Background: an optimization exercise with open tools, aiming at small area. Do not read the settings as production practice. No functional check of the RTL was part of this run. No activity file was given, so power comes from the tool's default toggle rates.

**flow/run.sh**
```bash
#!/bin/bash
# synth_recipe.tcl (not shown) runs the flow's synth.tcl, then flattens the netlist and writes it again
# the make line also repeats each setting of config.mk as NAME=value (left out here)
make -C /OpenROAD-flow-scripts/flow DESIGN_CONFIG=/design/flow/config.mk WORK_HOME=/design/flow/orfs CLKGATE_MAP_FILE= SYNTH_SCRIPT=/design/flow/synth_recipe.tcl finish
```
**flow/constraint.sdc**
```tcl
create_clock -name core_clock -period 10.0 [get_ports {clk_scan}]
set_input_delay 2.0000 -clock core_clock [delete_from_list [all_inputs] [get_ports {clk_scan}]]
set_output_delay 2.0000 -clock core_clock [all_outputs]
set_load 0.01 [all_outputs]
```
**flow/config.mk**
```make
export PLATFORM = sky130hd
export DESIGN_NAME = colmux_scan
export DESIGN_NICKNAME = colmux_scan
export VERILOG_FILES = /design/flow/design.v
export SDC_FILE = /design/flow/constraint.sdc
export NUM_CORES = 4
export LEC_CHECK = 0
export CAP_MARGIN = 20
export CORE_MARGIN = 2
export CORE_UTILIZATION = 40
export SLEW_MARGIN = 20
```
**flow/design.v**
```verilog
module colmux_nt_col (
    input  wire [3:0]  col,
    output reg  [31:0] nt0,
    output reg  [31:0] nt1,
    output reg  [31:0] nt2,
    output reg  [31:0] nt3,
    output reg  [31:0] nt4
);
    always @(*) begin
        case (col)
            4'd0:  begin nt0 = 32'h4302CF5C; nt1 = 32'h4382D0A4; nt2 = 32'h4402D000; nt3 = 32'h4482D000; nt4 = 32'h4502D000; end
            4'd1:  begin nt0 = 32'h430A970A; nt1 = 32'h438A970A; nt2 = 32'h440A97AE; nt3 = 32'h448A975C; nt4 = 32'h00000000; end
            4'd2:  begin nt0 = 32'h4312D47B; nt1 = 32'h4392D47B; nt2 = 32'h4412D51F; nt3 = 32'h4492D51F; nt4 = 32'h00000000; end
            4'd3:  begin nt0 = 32'h431B8F5C; nt1 = 32'h439B90A4; nt2 = 32'h441B9000; nt3 = 32'h449B9052; nt4 = 32'h00000000; end
            4'd4:  begin nt0 = 32'h4324CF5C; nt1 = 32'h4324CF5C; nt2 = 32'h4424D0A4; nt3 = 32'h44A4D052; nt4 = 32'h00000000; end
            4'd5:  begin nt0 = 32'h432E9C29; nt1 = 32'h43AE9D71; nt2 = 32'h442E9D71; nt3 = 32'h44AE9D1F; nt4 = 32'h00000000; end
            4'd6:  begin nt0 = 32'h43390000; nt1 = 32'h43B8FEB8; nt2 = 32'h4438FF5C; nt3 = 32'h44B8FF5C; nt4 = 32'h00000000; end
            4'd7:  begin nt0 = 32'h43440000; nt1 = 32'h43C40000; nt2 = 32'h4443FF5C; nt3 = 32'h44C3FF5C; nt4 = 32'h00000000; end
            4'd8:  begin nt0 = 32'h434FA666; nt1 = 32'h43CFA666; nt2 = 32'h444FA70A; nt3 = 32'h44CFA70A; nt4 = 32'h00000000; end
            4'd9:  begin nt0 = 32'h435C0000; nt1 = 32'h43DC0000; nt2 = 32'h445C0000; nt3 = 32'h44DC0000; nt4 = 32'h00000000; end
            4'd10: begin nt0 = 32'h4369147B; nt1 = 32'h43E9147B; nt2 = 32'h4469151F; nt3 = 32'h44E9151F; nt4 = 32'h00000000; end
            4'd11: begin nt0 = 32'h4376F0A4; nt1 = 32'h43F6F0A4; nt2 = 32'h4476F148; nt3 = 32'h44F6F0F6; nt4 = 32'h00000000; end
            default: begin nt0 = 32'h0; nt1 = 32'h0; nt2 = 32'h0; nt3 = 32'h0; nt4 = 32'h0; end
        endcase
    end
endmodule
module colmux_scan (
    input  wire        clk_scan,
    input  wire        rst_scan_n,    
    input  wire [4:0]  row_i,         
    input  wire [2:0]  wave_i,        
    input  wire        ack_t_i,       
    output wire        ser_o,
    output wire        srclk_o,
    output wire        rclk_o,
    output wire [15:0] sstat_o,
    output wire        req_t_o,       
    output wire [43:0] bundle_o       
);
    localparam integer S          = 3;
    localparam integer DEBOUNCE_N = 3;
    localparam integer ROW4_COL   = 0;
    localparam         ROW_ACTIVE = 1'b1;
    localparam integer TC_W = (S > 1) ? $clog2(S) : 1;
    localparam integer DC_W = (DEBOUNCE_N > 1) ? $clog2(DEBOUNCE_N) : 1;
    localparam [TC_W-1:0] TC_LOAD = S - 1;
    localparam [DC_W-1:0] DC_MAX  = DEBOUNCE_N - 1;
    localparam [3:0] PH_RST     = 4'h0,
                     PH_LOAD    = 4'h1,
                     PH_DLOW    = 4'h2,
                     PH_DHIGH   = 4'h3,
                     PH_L1LOW   = 4'h4,
                     PH_L1HIGH  = 4'h5,
                     PH_L2LOW   = 4'h6,
                     PH_L2HIGH  = 4'h7,
                     PH_SAMPLE  = 4'h8,
                     PH_EVAL    = 4'h9,
                     PH_PUBLISH = 4'hA;
    reg [3:0]      phase;
    reg [3:0]      col;
    reg [3:0]      bitn;
    reg [TC_W-1:0] tcnt;
    reg [15:0]     frame;
    reg            ser_q, srclk_q, rclk_q;
    reg [4:0]      rs1, rs2;
    reg [4:0]      samp;
    reg [31:0]     note;
    reg            gate;
    reg [7:0]      pseq;
    reg            err;
    reg            req_t;
    reg [43:0]     src_buf;
    reg            pend;
    reg [43:0]     pend_buf;
    reg            ack_s1, ack_s2;
    reg [59:0]        km;
    reg [60*DC_W-1:0] dc;
    wire busy = (req_t != ack_s2);
    wire pub  = (phase == PH_PUBLISH);
    wire col_ok = (col <= 4'd11);
    wire [15:0] frame_c = 16'h0001 << col;
    wire [31:0] nt0, nt1, nt2, nt3, nt4;
    colmux_nt_col u_nt (
        .col(col), .nt0(nt0), .nt1(nt1), .nt2(nt2), .nt3(nt3), .nt4(nt4)
    );
    wire [159:0] nt = {nt4, nt3, nt2, nt1, nt0};    
    reg  [4:0]      kmc;         
    reg  [5*DC_W-1:0] dcc;       
    reg  [4:0]      fire;
    reg  [4:0]      kmc_n;
    reg  [5*DC_W-1:0] dcc_n;
    reg  [4:0]      press, rel;
    reg  [2:0]      rp;
    reg  [31:0]     n1;
    reg             g1;
    reg  [7:0]      p1;
    reg             m;
    integer         r;
    always @(*) begin
        for (r = 0; r < 5; r = r + 1) begin
            kmc[r] = km[r*12 + col];
            dcc[r*DC_W +: DC_W] = dc[(r*12 + col)*DC_W +: DC_W];
            if (samp[r] == kmc[r]) begin
                fire[r]  = 1'b0;
                dcc_n[r*DC_W +: DC_W] = {DC_W{1'b0}};
            end else if (dcc[r*DC_W +: DC_W] == DC_MAX) begin
                fire[r]  = 1'b1;
                dcc_n[r*DC_W +: DC_W] = {DC_W{1'b0}};
            end else begin
                fire[r]  = 1'b0;
                dcc_n[r*DC_W +: DC_W] = dcc[r*DC_W +: DC_W] + 1'b1;
            end
            kmc_n[r] = kmc[r] ^ fire[r];
        end
        press = fire & samp;
        rel   = fire & ~samp;
        rp = 3'd0;
        for (r = 0; r < 5; r = r + 1)
            if (press[r]) rp = r[2:0];
        if (press != 5'b0) begin
            n1 = nt[rp*32 +: 32];
            g1 = 1'b1;
            p1 = pseq + 8'd1;
        end else begin
            n1 = note;
            g1 = gate;
            p1 = pseq;
        end
        m = 1'b0;
        for (r = 0; r < 5; r = r + 1)
            if (rel[r] && (nt[r*32 +: 32] == n1)) m = 1'b1;
    end
    genvar gr, gc;
    generate
        for (gr = 0; gr < 5; gr = gr + 1) begin : g_row
            for (gc = 0; gc < 12; gc = gc + 1) begin : g_col
                always @(posedge clk_scan or negedge rst_scan_n) begin
                    if (!rst_scan_n) begin
                        km[gr*12 + gc] <= 1'b0;
                        dc[(gr*12 + gc)*DC_W +: DC_W] <= {DC_W{1'b0}};
                    end else if (phase == PH_EVAL && col == gc) begin
                        km[gr*12 + gc] <= kmc_n[gr];
                        dc[(gr*12 + gc)*DC_W +: DC_W] <= dcc_n[gr*DC_W +: DC_W];
                    end
                end
            end
        end
    endgenerate
    wire [4:0] row_act = (rs2 ^ {5{~ROW_ACTIVE}});
    wire [4:0] pop     = {(col == ROW4_COL), 4'b1111};
    always @(posedge clk_scan or negedge rst_scan_n) begin
        if (!rst_scan_n) begin
            rs1 <= {5{~ROW_ACTIVE}};
            rs2 <= {5{~ROW_ACTIVE}};
        end else begin
            rs1 <= row_i;
            rs2 <= rs1;
        end
    end
    always @(posedge clk_scan or negedge rst_scan_n) begin
        if (!rst_scan_n) begin
            phase   <= PH_RST;
            col     <= 4'd0;
            bitn    <= 4'd15;
            tcnt    <= {TC_W{1'b0}};
            frame   <= 16'h0000;
            ser_q   <= 1'b1;
            srclk_q <= 1'b1;
            rclk_q  <= 1'b1;
            samp    <= 5'b0;
            note    <= 32'h0;
            gate    <= 1'b0;
            pseq    <= 8'h0;
            err     <= 1'b0;
        end else begin
            case (phase)
                PH_RST: begin
                    ser_q   <= 1'b1;
                    srclk_q <= 1'b1;
                    rclk_q  <= 1'b1;
                    col     <= 4'd0;
                    phase   <= PH_LOAD;
                end
                PH_LOAD: begin
                    if (!col_ok) begin
                        ser_q <= 1'b1; srclk_q <= 1'b1; rclk_q <= 1'b1;
                        err   <= 1'b1;
                        phase <= PH_RST;
                    end else begin
                        frame   <= frame_c;
                        bitn    <= 4'd15;
                        ser_q   <= frame_c[15];
                        srclk_q <= 1'b0;
                        tcnt    <= TC_LOAD;
                        phase   <= PH_DLOW;
                    end
                end
                PH_DLOW: begin
                    if (tcnt != 0) begin
                        tcnt <= tcnt - 1'b1;
                    end else begin
                        srclk_q <= 1'b1;
                        tcnt    <= TC_LOAD;
                        phase   <= PH_DHIGH;
                    end
                end
                PH_DHIGH: begin
                    if (tcnt != 0) begin
                        tcnt <= tcnt - 1'b1;
                    end else if (bitn != 0) begin
                        bitn    <= bitn - 1'b1;
                        ser_q   <= frame[bitn - 1'b1];
                        srclk_q <= 1'b0;
                        tcnt    <= TC_LOAD;
                        phase   <= PH_DLOW;
                    end else begin
                        ser_q  <= 1'b1;
                        rclk_q <= 1'b0;
                        tcnt   <= TC_LOAD;
                        phase  <= PH_L1LOW;
                    end
                end
                PH_L1LOW: begin
                    if (tcnt != 0) begin
                        tcnt <= tcnt - 1'b1;
                    end else begin
                        rclk_q <= 1'b1;
                        tcnt   <= TC_LOAD;
                        phase  <= PH_L1HIGH;
                    end
                end
                PH_L1HIGH: begin
                    if (tcnt != 0) begin
                        tcnt <= tcnt - 1'b1;
                    end else begin
                        rclk_q <= 1'b0;
                        tcnt   <= TC_LOAD;
                        phase  <= PH_L2LOW;
                    end
                end
                PH_L2LOW: begin
                    if (tcnt != 0) begin
                        tcnt <= tcnt - 1'b1;
                    end else begin
                        rclk_q <= 1'b1;
                        tcnt   <= TC_LOAD;
                        phase  <= PH_L2HIGH;
                    end
                end
                PH_L2HIGH: begin
                    if (tcnt != 0) begin
                        tcnt <= tcnt - 1'b1;
                    end else begin
                        phase <= PH_SAMPLE;
                    end
                end
                PH_SAMPLE: begin
                    samp  <= row_act & pop;
                    phase <= PH_EVAL;
                end
                PH_EVAL: begin
                    if (!col_ok) begin
                        ser_q <= 1'b1; srclk_q <= 1'b1; rclk_q <= 1'b1;
                        err   <= 1'b1;
                        phase <= PH_RST;
                    end else begin
                        note <= n1;
                        gate <= g1 & ~m;
                        pseq <= p1;
                        if (col == 4'd11) begin
                            phase <= PH_PUBLISH;
                        end else begin
                            col   <= col + 1'b1;
                            phase <= PH_LOAD;
                        end
                    end
                end
                PH_PUBLISH: begin
                    col   <= 4'd0;
                    phase <= PH_LOAD;
                end
                default: begin   
                    ser_q <= 1'b1; srclk_q <= 1'b1; rclk_q <= 1'b1;
                    err   <= 1'b1;
                    phase <= PH_RST;
                end
            endcase
        end
    end
    wire [2:0]  wave_cl = (wave_i > 3'd4) ? 3'd4 : wave_i;
    wire [43:0] bundle  = {pseq, wave_cl, gate, note};
    always @(posedge clk_scan or negedge rst_scan_n) begin
        if (!rst_scan_n) begin
            ack_s1   <= 1'b0;
            ack_s2   <= 1'b0;
            req_t    <= 1'b0;
            src_buf  <= 44'h0;
            pend     <= 1'b0;
            pend_buf <= 44'h0;
        end else begin
            ack_s1 <= ack_t_i;
            ack_s2 <= ack_s1;
            if (pub && !busy) begin             
                src_buf <= bundle;
                req_t   <= ~req_t;
                pend    <= 1'b0;
            end else if (pub && busy) begin     
                pend_buf <= bundle;
                pend     <= 1'b1;
            end else if (!busy && pend) begin   
                src_buf <= pend_buf;
                req_t   <= ~req_t;
                pend    <= 1'b0;
            end
        end
    end
    assign ser_o    = ser_q;
    assign srclk_o  = srclk_q;
    assign rclk_o   = rclk_q;
    assign req_t_o  = req_t;
    assign bundle_o = src_buf;
    assign sstat_o  = {3'b000, req_t, err, pend, busy, gate, col, phase};
endmodule
```
==> summary.txt <==
Global routing
  – First-pass GRT wire length: 99,300 µm
  – Met1 usage: 33.7%
  – Vias in the first global route: 15,845
  – Total global-route track usage: 26.0%
  – Met3 GRT Util: 3.66%
  – Initial antenna violation count: 2
  – Global routing's busiest layer: met2
  – M2 GR Usage: 42.2%
  – Grt ovf: 0
  – Largest net degree at the start of global routing: 179

Layout
  – Fin cells: 2,628
  – # fillers: 4,518
  – Post-layout util: 46.0%
  – Nets: 2,010
  – Fraction of layout cells with a size suffix above 1: 14.5%
  – Most common cell after layout, fill and taps aside: dfrtp_1
  – Final Instance Area: 22,000 µm²
  – Antenna diodes: 0
  – Syn-to-layout area delta: 13.4%
  – Commonest cells after routing, fill and taps aside: 351 x dfrtp_1, 323 x nand2_1, 158 x o21ai_0

STA
  – Final worst-path cycle share: 58.4%
  – Fin. max-slew vios: 0
  – Max_slew headroom: 21.3%
  – Setup WS post-layout: 4160 ps
  – RSZ-0062 raised after global routing: no
  – Clk_skew: 21.2 ps
  – Worst Tran Pin Value: 1170 ps
  – Fmax: 171 MHz
  – Fin. Hold Viols: 0
  – Final setup viols: 0
  – Tmin final: 5840 ps
  – Fin Hold WS: 348 ps
  – Setup TNS: 0 ps

Die
  – Initial Util: 40.6%
  – Core region area: 47,700 µm²
  – Die ar.: 50,200 µm²
  – DIE HEIGHT: 224 µm
  – Num ports: 75
  – Site Rows: 80
  – Die X: 224 µm

Synth
  – Total number of yosys warnings: 2
  – Synth Register Bits: 362
  – Ys flop type: dfrtp_1
  – Sequential share of the synthesized area: 46.8%
  – Avg Inst Size Synth: 9.80 µm²
  – Cells after Synth: 1,978
  – Synth Cell Area: 19,400 µm²
  – Synth top area share: 45.8%
  – EDFF count, synth: 0
  – Distinct cells, synth: 97
  – Area contributors post-synth: dfrtp_1 46%, nand2_1 6.3%, mux4_2 5.8%
  – Async SR Flop Fraction: 100%
  – Post-synth top area cell: dfrtp_1

Routing
  – Post-Route WL: 65,100 µm
  – Number of nets with antenna violations after routing: 0
  – Iter 0 DRT Violations: 1,623
  – Via density: 6.06
  – TritonRoute pass-1 iters: 7
  – DR vias: 15,917
  – Number of remaining DRC errors: 0
  – DR WL/cell: 24.8 µm

Worst setup path
  – WS Path Type: flop to flop
  – Critical Path Sink Type: flop
  – Arrival @ worst endpoint: 6290 ps
  – CP required: 10,450 ps
  – Crit path launch type: flop
  – Crit-path max FO: 34

Placement
  – GP Congestion: 1.03
  – PortBufs: 71
  – Placed inst area: 20,500 µm²
  – DP HPWL: 46,000 µm
  – Placed insts: 2,549
  – Setup slack at placement: 4290 ps

Clock tree
  – H-tree levels: 2
  – TritonCTS clock tree: yes
  – CTS hold repair buffers: 0
  – Clock sink count: 362
  – CTS Buffer Depth: 3
  – Clk Tree Root Cell: clkbuf_16
  – Clk Latency, worst-skew pair: 580 ps
  – CTS clk-pin slew, worst paths: 60 ps
  – TritonCTS Buffers: 42
  – Post-CTS sizing: 0
  – Postcts setup bufs: 0

Status
  – Status: complete, no violations

Job
  – Max Cap Viol: 0

Worst hold path
  – Worst hold path type: flop to flop

Power and ir drop
  – Total chip power: 3.08 mW
  – Peak supply drop: 0.000156 V
  – Pleak: 9.52 nW
  – Pwr dens: 140 nW/µm²
cells in the mapped netlist, types with 9 or more instances:
cell	instances
dfrtp_1	355
nand2_1	325
o21ai_0	158
nor2_1	146
a21oi_1	131
clkbuf_1	107
mux2_2	85
o22ai_1	57
o31ai_1	55
mux4_2	50
xnor2_1	37
nand3_1	36
nor3_1	29
inv_1	26
buf_2	21
a22o_1	19
ha_1	19
nand4_1	16
xor2_1	16
and2_1	15
and3_1	12
nor2b_1	12
nor4_1	12
buf_4	11
mux2i_1	11
a21o_1	10
a31oi_1	10
and4_1	10
o221ai_1	9
critical path, stage by stage (launching register included):
cell and delay, ps:
dfrtp_2 880, buf_4 560, mux4_2 560, mux2_2 280
o2bb2ai_1 240, and3_1 780, nor2_1 290, a211oi_1 800
a21oi_2 120, xnor2_1 180, o21ai_0 100, a2111oi_0 560
a41o_1 250, nor2_1 40
power by group:
part	leakage [nW]	internal [mW]	total, mW	switching (mW)
sequential	4.97	1.47	1.47	0.00118
clock	0.699	0.943	1.57	0.625
combinational	3.85	0.00644	0.0391	0.0327
total	9.52	2.42	3.08	0.659
layer usage:
metal	routed length [µm]	up-vias
li1	-	7194
met5	0	-
met3	3650	187
met4	3640	0
met1	27000	7944
met2	30900	592
sequential cells by signal (all words and copies together), names as in the netlist, 4 cells and up:
register,flops
src_buf,44
km,60
bitn,4
samp,5
pend_buf,44
pseq,8
col,4
phase,4
dc,120
note,32
rs1,5
rs2,5
frame,16
final cells by class:
class                           instances  area, µm²  area share [%]
Multi-Input combinational cell       1440       9570            43.6
Clock inverter                         14        156           0.712
Tap cell                              615        769            3.50
Clock buffer                           63       1280            5.83
Sequential cell                       362       9070            41.3
Inverter                               26       97.6           0.444
Timing Repair Buffer                  108       1020            4.65
path summary, 6_finish.rpt:
path | slack, ps | from | cells past startpoint | end
hold / removal | 350 | rs1[2]$_DFF_PN0_ | 0 | rs2[2]$_DFF_PN0_
hold reg to reg | 350 | rs1[2]$_DFF_PN0_ | 0 | rs2[2]$_DFF_PN0_
min in group asynchronous | 1520 | rst_scan_n | 1 | err$_DFFE_PN0P_
max in group asynchronous | 6980 | rst_scan_n | 2 | note[4]$_DFFE_PN0P_
setup reg to reg | 4160 | col[1]$_DFFE_PN0P_ | 13 | gate$_DFFE_PN0P_
setup / recovery | 4160 | col[1]$_DFFE_PN0P_ | 13 | gate$_DFFE_PN0P_
kinds of logic (layout without fill, tap and decap cells):
family,after synthesis,after routing,share of synthesized area [%]
buffers and inverters,178,211,4.11
adder cells (fa/ha/maj),20,20,1.28
XOR/XNOR,53,53,2.40
AND/OR/NAND/NOR,659,659,15.4
flip-flops,362,362,46.8
other,1,3,0.0194
AO/OA/AOI/OAI,557,557,18.4
multiplexers,148,148,11.6

==> separate check: timing with driven ports <==
No port has a modelled driver above. Below, the same layout with a new extraction and two added sets of constraints.
Step 1, drivers: a clkbuf_16 drives clk_scan and a buf_2 each remaining input, both assumed.
Step 2, shift: input delay + t, output delay - t, t = (earliest + latest rising clock arrival at the registers) / 2. This alone moves slack from input paths to output paths.
Slacks: ideal / step 1 / step 2; pairs: ideal / step 1.
t, ns: 0.623
setup slack, ns: 4.160 / 4.160 / 4.160
hold slack, ns: 0.348 / 0.348 / 0.348
clock arrival spread, ns: 0.023 / 0.023
worst slew at a driven data input, ns: 0.05
After both steps setup and hold are still met in this run. For this run, drivers alone change the setup slack by 0.000 ns; drivers and shift together by 0.000 ns.
